This is an optimization exercise on Yosys and OpenROAD, whose aim is small area, a short achievable clock period and few clock cycles, not a production implementation. In this exercise RTL edits were held to simulation tests only and were not proved equivalent to the original. Power figures rest on the tool's default switching activity, not on a simulated workload.

== alpha ==
Design pddcss_core, start of the top module:
module pddcss_core (
    input  wire        clk,
    input  wire        rst,             
    input  wire [31:0] cfg_init,
    input  wire [31:0] cfg_min,
    input  wire [31:0] cfg_max,
    input  wire [31:0] cfg_fine,
    input  wire [31:0] cfg_coarse,
    input  wire [31:0] cfg_timeout_ms,
    input  wire        cfg_dir_rev,
    input  wire        cmd_valid,
    output wire        cmd_ready,
    input  wire [31:0] cmd_data,
    output reg         rsp_valid,
    output reg  [1:0]  rsp_status,      
    output reg         rsp_ret_valid,
    output wire [31:0] rsp_ret,
    output reg  [8:0]  rsp_events,
    output reg  [1:0]  rsp_skip_op,
    output wire [31:0] rsp_value,
    output wire        rsp_confirmed,
    output wire        rsp_fine,
    output wire        rsp_pstate,
    output wire        rsp_run_flag,
    output wire [4:0]  rsp_flags
);
make LEC_CHECK=0 ABC_AREA=1 ABC_CLOCK_PERIOD_IN_PS=11000 CAP_MARGIN=50 CORE_MARGIN=2 CORE_UTILIZATION=60 SLEW_MARGIN=70 finish   # period 48.0 ns
run.sh (not shown) runs the stock make flow with config.mk's settings and CLKGATE_MAP_FILE= SYNTH_SCRIPT=/design/flow/synth_recipe.tcl, a recipe that flattens the netlist after the stock synthesis.
Testbench counts of alpha, summed over its fixed seeds: cycles 33,993.
Input changes introduced in beta (baseline for comparison: alpha):
# alpha
export LEC_CHECK = 0
export ABC_AREA = 1
export ABC_CLOCK_PERIOD_IN_PS = 11000
export CAP_MARGIN = 50
export CORE_MARGIN = 2
export CORE_UTILIZATION = 60
export SLEW_MARGIN = 70
create_clock -name core_clock -period 48.0 [get_ports {clk}]
# beta
export LEC_CHECK = 0
export ABC_AREA = 1
export ABC_CLOCK_PERIOD_IN_PS = 11000
export CAP_MARGIN = 80
export CORE_MARGIN = 2
export CORE_UTILIZATION = 50
export SLEW_MARGIN = 90
create_clock -name core_clock -period 48.0 [get_ports {clk}]
==> comparison <==
Cell area reported after detailed placement, beta vs alpha: up by more than half
Compared with alpha, in beta compound-gate portion of the synthesized area comparable; cts-stage hold buffer count held steady.
beta and alpha ended up with nearly the same proportion of synthesized flip-flops having asynchronous set or reset.
[compare] base=alpha new=beta: die boundary height has increased; synthesized cell count held; clock buffer count from CTS grew by about 7%; synthesized area held steady.
| number of placed instances with taps included | beta vs alpha | 2683 higher |
Relative to alpha, starting utilization of the core area has gone down in beta.
When beta is set beside alpha, its placer's final routability congestion estimate turns out to be 0.037 smaller.
beta: DPL-0033 in clock tree synthesis (4_1_cts) -> run aborted

---

pddcss_core, a different RTL version from the one above (not shown whole).
Size: roughly 5,900 cells after synthesis, ~680 flip-flops, roughly 320 I/O pins, ~45,000 um2 of cells after synthesis.
make LEC_CHECK=0 ABC_AREA=1 ABC_CLOCK_PERIOD_IN_PS=11000 CAP_MARGIN=20 CORE_MARGIN=2 CORE_UTILIZATION=60 SLEW_MARGIN=20 finish   # period 48.0 ns
The baseline produced a clean layout.
Testbench counts at the start, summed over its fixed seeds: cycles 33,993.
Then changed:
Settings changed: CAP_MARGIN 20 to 50, SLEW_MARGIN 20 to 70.
The new run passed the timing, DRC and antenna checks. Design area is higher by 2.4%. Hold slack is worse by 0.0087 ns. Sequential power is about the same. Via count is higher by about 0.9%. Register-to-register slack gets better by 1.8 ns. Count of clock-buffer cells in the layout fell by 6. Fmax is higher by about 7%. Global-route usage went up by 0.25 points. First-iteration DRC count decreases by 0.46%.

---

Setup of exp/nickel:
pddcss_core, a different RTL version from the one above (not shown whole).
Size: ~6,100 cells after synthesis, ~750 flip-flops, ~320 I/O pins.
Design pddcss_core, start of the top module:
module pddcss_core (
    input  wire        clk,
    input  wire        rst,             
    input  wire [31:0] cfg_init,
    input  wire [31:0] cfg_min,
    input  wire [31:0] cfg_max,
    input  wire [31:0] cfg_fine,
    input  wire [31:0] cfg_coarse,
    input  wire [31:0] cfg_timeout_ms,
    input  wire        cfg_dir_rev,
    input  wire        cmd_valid,
    output wire        cmd_ready,
    input  wire [31:0] cmd_data,
    output reg         rsp_valid,
    output reg  [1:0]  rsp_status,      
    output reg         rsp_ret_valid,
    output reg  [31:0] rsp_ret,
    output reg  [8:0]  rsp_events,
    output reg  [1:0]  rsp_skip_op,
    output wire [31:0] rsp_value,
    output wire        rsp_confirmed,
    output wire        rsp_fine,
    output wire        rsp_pstate,
    output wire        rsp_run_flag,
    output wire [4:0]  rsp_flags
);
Settings: LEC_CHECK=0, ABC_AREA=1, ABC_CLOCK_PERIOD_IN_PS=11000, CAP_MARGIN=50, CORE_MARGIN=2, CORE_UTILIZATION=60, CTS_BUF_LIST=sky130_fd_sc_hd__clkbuf_8, SLEW_MARGIN=70; clock period 48.0 ns.
exp/nickel completed end to end with timing, DRC and antenna clean.
Testbench counts of exp/nickel, summed over its fixed seeds: cycles 32,774.
What exp/ember does differently from exp/nickel at the input level:
# exp/nickel
export LEC_CHECK = 0
export ABC_AREA = 1
export ABC_CLOCK_PERIOD_IN_PS = 11000
export CAP_MARGIN = 50
export CORE_MARGIN = 2
export CORE_UTILIZATION = 60
export CTS_BUF_LIST = sky130_fd_sc_hd__clkbuf_8
export SLEW_MARGIN = 70
create_clock -name core_clock -period 48.0 [get_ports {clk}]
# exp/ember
export LEC_CHECK = 0
export ABC_AREA = 1
export ABC_CLOCK_PERIOD_IN_PS = 11000
export CAP_MARGIN = 50
export CORE_MARGIN = 2
export CORE_UTILIZATION = 60
export CTS_CLUSTER_DIAMETER = 100
export CTS_CLUSTER_SIZE = 20
export SLEW_MARGIN = 70
create_clock -name core_clock -period 48.0 [get_ports {clk}]
## What came out
- Setup slack: exp/ember more than exp/nickel
- Taking exp/nickel as the reference point, the maximum frequency of exp/ember rises by 1.1 MHz.
- Termination of the worst setup path: rsp_value[1] -> exp/nickel, rsp_value[21] -> exp/ember
- Sort exp/nickel and exp/ember by H-tree depth, ascending, and exp/ember comes first.
### exp/ember -> exp/amber
# exp/ember
export LEC_CHECK = 0
export ABC_AREA = 1
export ABC_CLOCK_PERIOD_IN_PS = 11000
export CAP_MARGIN = 50
export CORE_MARGIN = 2
export CORE_UTILIZATION = 60
export CTS_CLUSTER_DIAMETER = 100
export CTS_CLUSTER_SIZE = 20
export SLEW_MARGIN = 70
create_clock -name core_clock -period 48.0 [get_ports {clk}]
# exp/amber
export LEC_CHECK = 0
export ABC_AREA = 1
export ABC_CLOCK_PERIOD_IN_PS = 11000
export CAP_MARGIN = 50
export CORE_MARGIN = 2
export CORE_UTILIZATION = 60
export SLEW_MARGIN = 60
create_clock -name core_clock -period 48.0 [get_ports {clk}]
exp/amber vs exp/ember — final cell count climbed slightly. Setup slack: exp/amber less than exp/ember. value[21] as the critical path startpoint was reported by exp/ember, and value[31] by exp/amber. Sequential power essentially unchanged between exp/amber and exp/ember.
The following lists how exp/lagoon was set up differently from exp/amber:
# exp/amber
export LEC_CHECK = 0
export ABC_AREA = 1
export ABC_CLOCK_PERIOD_IN_PS = 11000
export CAP_MARGIN = 50
export CORE_MARGIN = 2
export CORE_UTILIZATION = 60
export SLEW_MARGIN = 60
create_clock -name core_clock -period 48.0 [get_ports {clk}]
# exp/lagoon
export LEC_CHECK = 0
export ABC_AREA = 1
export ABC_CLOCK_PERIOD_IN_PS = 11000
export CAP_MARGIN = 50
export CORE_MARGIN = 2
export CORE_UTILIZATION = 60
export SLEW_MARGIN = 80
create_clock -name core_clock -period 48.0 [get_ports {clk}]
Results
exp/lagoon vs exp/amber, cell count of the worst reg-to-reg path went up by 2.
exp/amber -> exp/lagoon: post-CTS repair timing setup buffer count delta 0, exact match
Reported for exp/amber and exp/lagoon, maximum root-to-sink buffer count turned out identical to the last digit.
On met2 wire length: between exp/amber and exp/lagoon, it ends up higher for exp/lagoon.
Cmp exp/amber and exp/lagoon / post-layout worst setup margin / higher: exp/lagoon
exp/lagoon -> exp/amber: area of the die delta 0, exact match
For the share of cell area taken by flip-flops and latches, exp/lagoon came in 3.0 points lower than exp/amber did.
[exp/lagoon vs exp/amber] non-clock buffering overhead in the final layout: higher in exp/lagoon
Re total via count in the routed design: exp/amber was lower than exp/lagoon.
Taking exp/amber as the reference, in exp/lagoon cell row count closely matched the old numbers; number of standard cells in the final layout excluding fillers picked up an extra 248.

---

== willow ==
Another version of the RTL of pddcss_core (not shown whole).
Size: about 6500 cells after synthesis, ~320 I/O pins, about 47000 um2 of cells after synthesis.
Settings: LEC_CHECK=0, ABC_AREA=1, ABC_CLOCK_PERIOD_IN_PS=11000, CAP_MARGIN=50, CORE_MARGIN=2, CORE_UTILIZATION=60, CTS_CLUSTER_DIAMETER=100, CTS_CLUSTER_SIZE=20, SLEW_MARGIN=70; clock period 48.0 ns.
willow finished every stage and its layout cleared the timing, DRC and antenna checks.
Testbench counts of willow, summed over its fixed seeds: cycles 32,774.
diff inputs: willow => harbor
- CTS_CLUSTER_DIAMETER removed (was 100)
- CTS_CLUSTER_SIZE removed (was 20)
- SLEW_MARGIN changed from 70 to 60
Notes after the runs:
harbor went all the way through the flow, and no timing, DRC or antenna check failed.
Core util | harbor vs willow | harbor higher
In harbor, the count of placed standard cells in the final layout, fillers left out came out about 0.6% above the value in willow.
On portion of the post-synthesis area used by sequential elements, willow tracks harbor almost exactly.

port drivers added, routing unchanged:
The results above use ideal ports. As a check the final layouts listed here were re-extracted and re-timed, cells and wires unchanged. Step 1 (the two cells are an assumption about what drives the block):
set clk [get_ports {clk}]
set_driving_cell -lib_cell sky130_fd_sc_hd__clkbuf_16 $clk
set_driving_cell -lib_cell sky130_fd_sc_hd__buf_2 [delete_from_list [all_inputs] $clk]
Step 2 adds t to the input delays and takes it off the output delays; t is the mean of the earliest and latest rising clock arrival at the registers after step 1. Input paths then give back, and output paths get back, about the clock's delay inside the block. Slacks: ideal / step 1 / step 2; pairs: ideal / step 1.
run	t (ns)	setup WS [ns]	worst hold slack (ns)	clock arrival spread, ns	worst slew at a driven data input, ns
alpha	0.710	35.818 / 35.741 / 36.178	0.469 / 0.469 / 0.469	0.026 / 0.026	0.08
the first run of note 2	0.697	34.773 / 34.773 / 34.773	0.477 / 0.477 / 0.477	0.062 / 0.062	0.07
the second run of note 2	0.711	35.666 / 35.594 / 36.207	0.468 / 0.468 / 0.468	0.083 / 0.083	0.07
exp/nickel	0.860	36.341 / 36.267 / 36.234	0.455 / 0.455 / 0.455	0.042 / 0.042	0.07
exp/ember	0.696	36.489 / 36.417 / 36.233	0.454 / 0.454 / 0.454	0.041 / 0.041	0.07
exp/amber	0.725	36.292 / 36.217 / 36.106	0.449 / 0.449 / 0.449	0.026 / 0.026	0.07
exp/lagoon	0.716	36.580 / 36.508 / 36.139	0.452 / 0.452 / 0.452	0.029 / 0.029	0.07
willow	0.703	36.448 / 36.375 / 36.335	0.469 / 0.469 / 0.469	0.032 / 0.032	0.09
harbor	0.714	36.349 / 36.273 / 35.932	0.468 / 0.468 / 0.468	0.032 / 0.032	0.09
After both steps setup and hold are still met in every run listed. The setup slack of exp/lagoon, which loses most, moves by -0.072 ns with the drivers and by -0.441 ns with both steps.
